From an optimization exercise on the open Yosys and OpenROAD flow, aimed at small area, a short achievable clock period and few clock cycles; shortcuts taken in it are not production practice.
In this exercise RTL edits were held to simulation tests only and were not proved equivalent to the original.
Power is estimated from default activity; no workload was simulated.

Setup of pepper:
Design rcab_gfpar, start of the top module:
module rcab_gfpar (
  input  wire        clk,
  input  wire        rst,      
  input  wire        req,
  input  wire        we,
  input  wire [15:0] addr,
  input  wire [31:0] wdata,
  output wire        ack,
  output reg  [31:0] rdata,
  output reg         err,
  output wire        irq
);
Size in the first run: ~2900 flip-flops, about 87 I/O pins.
export LEC_CHECK = 0
export CAP_MARGIN = 20
export CORE_MARGIN = 2
export CORE_UTILIZATION = 70
export CTS_CLUSTER_DIAMETER = 60
export CTS_CLUSTER_SIZE = 25
export PLACE_DENSITY = 0.75
export SLEW_MARGIN = 20
create_clock -name core_clock -period 16.0 [get_ports {clk}]
standard.sh (not shown) runs the stock make flow with config.mk's settings and CLKGATE_MAP_FILE= SYNTH_SCRIPT=/design/flow/synth_recipe.tcl, a recipe that flattens the netlist after the stock synthesis.
==> flow/flow/run.sh <==
#!/bin/bash
set -euo pipefail
bash standard.sh SETUP_SLACK_MARGIN=9 \
  "BUFFER_PORTS_ARGS=-buffer_cell sky130_fd_sc_hd__buf_4" \
  "CTS_ARGS=-sink_clustering_enable -repair_clock_nets -sink_clustering_size 25 -sink_clustering_max_diameter 60 -dont_use_dummy_load" \
  finish > layout.log 2>&1
pepper | stages: all done | timing, DRC, antenna: all pass
Testbench counts of pepper, summed over its fixed seeds: cycles 21,079.
Changes in nickel relative to pepper:
--- a/flow/design.v
+++ b/flow/design.v
@@ -52,67 +52,58 @@
   reg  [6:0]  pbits;
   reg  [7:0]  par [0:K_MAX-1];
   reg  [7:0]  rxp [0:K_MAX-1];
   reg  [7:0]  acc  [0:K_MAX-1];
   reg  [7:0]  op_a [0:K_MAX-1];
   reg  [7:0]  op_b;
   reg         busy;                      
   reg  [5:0]  wj;                        
   reg  [6:0]  whi;                       
   reg         rd_done;                   
-  reg  [31:0] rdata_q;                   
+  reg  [7:0]  rdata_q;                   
   wire [4:0] irq_v = estat & ien[5:1];
   assign irq = |irq_v;
   wire        fire   = req & ~busy;
   wire        wr     = fire & we;
-  wire        rd_fast  = (addr[1:0] == 2'b00) && (addr[15:9] == 7'd0) &&
-                         (addr[8] ? (addr[7:4] == 4'hC)
-                                  : (addr[7:6] == 2'd0) &&
-                                    (addr[5:2] == 4'd5 || addr[5:2] == 4'd6 ||
-                                     addr[5:2] == 4'd11));
-  assign ack   = fire & (we | rd_fast | rd_done);
+  wire        rd_slow = addr[10] | addr[13];
+  assign ack   = fire & (we | ~rd_slow | rd_done);
   wire        aligned  = (addr[1:0] == 2'b00);
   wire        is_sb    = aligned && (addr[15:8] == 8'h04);
   wire        is_cf    = aligned && (addr[15:12] == 4'h2) && (addr[9:8] == 2'b00);
   wire        is_par   = aligned && (addr[15:4] == 12'h01C);
   wire        is_rxp   = aligned && (addr[15:4] == 12'h01E);
   wire        is_low   = aligned && (addr[15:6] == 10'd0) && (addr[5:2] != 4'd15);
   wire        mapped   = is_sb | is_cf | is_par | is_rxp | is_low;
   always @(*) begin
-    rdata = rd_done ? rdata_q : rd_fv;
+    rdata = rd_done ? {24'd0, rdata_q} : rd_reg;
     err   = ~mapped;
   end
   wire [5:0]  idx      = busy ? wj : addr[7:2];
   wire [7:0]  sb_rd    = sb[idx];
   wire [7:0]  cf_rd0   = cf[{2'd0, idx}];
   wire [7:0]  cf_rd1   = cf[{2'd1, idx}];
   wire [7:0]  cf_rd2   = cf[{2'd2, idx}];
   wire [7:0]  cf_rd3   = cf[{2'd3, idx}];
   reg  [7:0]  cf_row;
   always @(*) begin
     case (addr[11:10])
       2'd0: cf_row = cf_rd0;
       2'd1: cf_row = cf_rd1;
       2'd2: cf_row = cf_rd2;
       default: cf_row = cf_rd3;
     endcase
   end
-  wire [31:0] rd_fv    = addr[8] ? {24'd0, par[addr[3:2]]} :
-                         addr[5] ? {24'd0, gfr} :
-                         addr[3] ? {23'd0, 3'd0, estat, 1'b0} :
-                                   {19'd0, irq, 3'd0, pmatch, 5'd0, lasterr};
+  wire [7:0]  rd_buf   = addr[13] ? cf_row : sb_rd;
   reg  [31:0] rd_reg;
   always @(*) begin
     rd_reg = 32'd0;
-    if (addr[13])      rd_reg = {24'd0, cf_row};
-    else if (addr[10]) rd_reg = {24'd0, sb_rd};
-    else if (addr[8])  rd_reg = {24'd0, addr[5] ? rxp[addr[3:2]] : par[addr[3:2]]};
+    if (addr[8])     rd_reg = {24'd0, addr[5] ? rxp[addr[3:2]] : par[addr[3:2]]};
     else begin
       case (addr[5:2])
         4'd0:  rd_reg = ID_VALUE;
         4'd1:  rd_reg = VER_VALUE;
         4'd2:  rd_reg = CAP0_VAL;
         4'd3:  rd_reg = CAP1_VAL;
         4'd5:  rd_reg = {19'd0, irq, 3'd0, pmatch, 5'd0, lasterr};
         4'd6:  rd_reg = {23'd0, 3'd0, estat, 1'b0};
         4'd7:  rd_reg = {23'd0, ien, 1'b0};
         4'd8:  rd_reg = ecmd;
@@ -162,21 +153,21 @@
   wire [7:0] l_mul  = l_add[7:0] + {7'd0, l_add[8]};
   wire [7:0] l_div  = l_sub[7:0] + {7'd0, l_sub[8]};
   wire [7:0] g_ein  = op[0] ? (op[1] ? gfa : l_mul) : l_div;
   wire [7:0] g_exp  = gf_mul(EXP_LO[g_ein[3:0]*8 +: 8], EXP_HI[g_ein[7:4]*8 +: 8]);
   integer n;
   always @(posedge clk) begin
     if (w_sb) sb[addr[7:2]] <= wdata[7:0];
     if (w_cf) cf[{addr[11:10], addr[7:2]}] <= wdata[7:0];
   end
   always @(posedge clk) begin
-    rdata_q <= rd_reg;
+    rdata_q <= rd_buf;
   end
   always @(posedge clk) begin
     if (rst) begin
       rd_done <= 1'b0;
       busy    <= 1'b0;
       wj      <= 6'd0;
       whi     <= 7'd0;
       lasterr <= 3'd0;
       pmatch  <= 1'b0;
       estat   <= 5'd0;
@@ -191,21 +182,21 @@
       prows   <= 4'd0;
       pbits   <= 7'd0;
       op_b    <= 8'd0;
       for (n = 0; n < K_MAX; n = n + 1) begin
         par[n]  <= 8'd0;
         rxp[n]  <= 8'd0;
         acc[n]  <= 8'd0;
         op_a[n] <= 8'd0;
       end
     end else begin
-      rd_done <= fire & ~we & ~rd_done & ~rd_fast;
+      rd_done <= fire & ~we & ~rd_done & rd_slow;
       acc[0] <= accn0;
       acc[1] <= accn1;
       acc[2] <= accn2;
       acc[3] <= accn3;
       op_b <= 8'd0;
       for (n = 0; n < K_MAX; n = n + 1) op_a[n] <= 8'd0;
       if (busy) begin
         op_b    <= sb_rd;
         op_a[0] <= cf_rd0;
         op_a[1] <= cf_rd1;
Re number of cells on the worst reg-to-reg path: nickel is 11 up on pepper.
Count of non-filler cells in the finished layout (nickel over pepper): increase, 1.8%
Changes observed in nickel relative to pepper: logic depth of the worst setup path including buffers shrank by 1; total power of the final layout held steady.
The multi-input combinational gate total in nickel was higher than what pepper gave.
Summary — hold slack, nickel relative to pepper: higher, by 0.020 ns.
Testbench counts of nickel, summed over its fixed seeds: cycles 21,079.

separate check: timing with driven ports:
No port has a modelled driver above. Below, the same layouts with a new extraction and two added sets of constraints. Step 1 sets driving cells, clkbuf_16 on the clock port and buf_2 on the other inputs (assumed; they add their load-dependent delay and slew). Step 2, shift: input delay + t, output delay - t, t = (earliest + latest rising clock arrival at the registers) / 2. This alone moves slack from input paths to output paths. Three values: ideal ports, drivers, drivers and shift; two values: the first two.
run | t, ns | setup WS [ns] | hold slack, ns | worst setup path at the end | pins driven straight from the clock port
pepper | 0.896 | 7.942 / 7.808 / 7.808 | 0.460 / 0.460 / 0.460 | input to output | 1
nickel | 0.927 | 7.935 / 7.767 / 7.660 | 0.480 / 0.480 / 0.480 | input to register | 1
After both steps setup and hold are still met in every run listed. The setup slack of nickel, which loses most, moves by -0.168 ns with the drivers and by -0.275 ns with both steps.
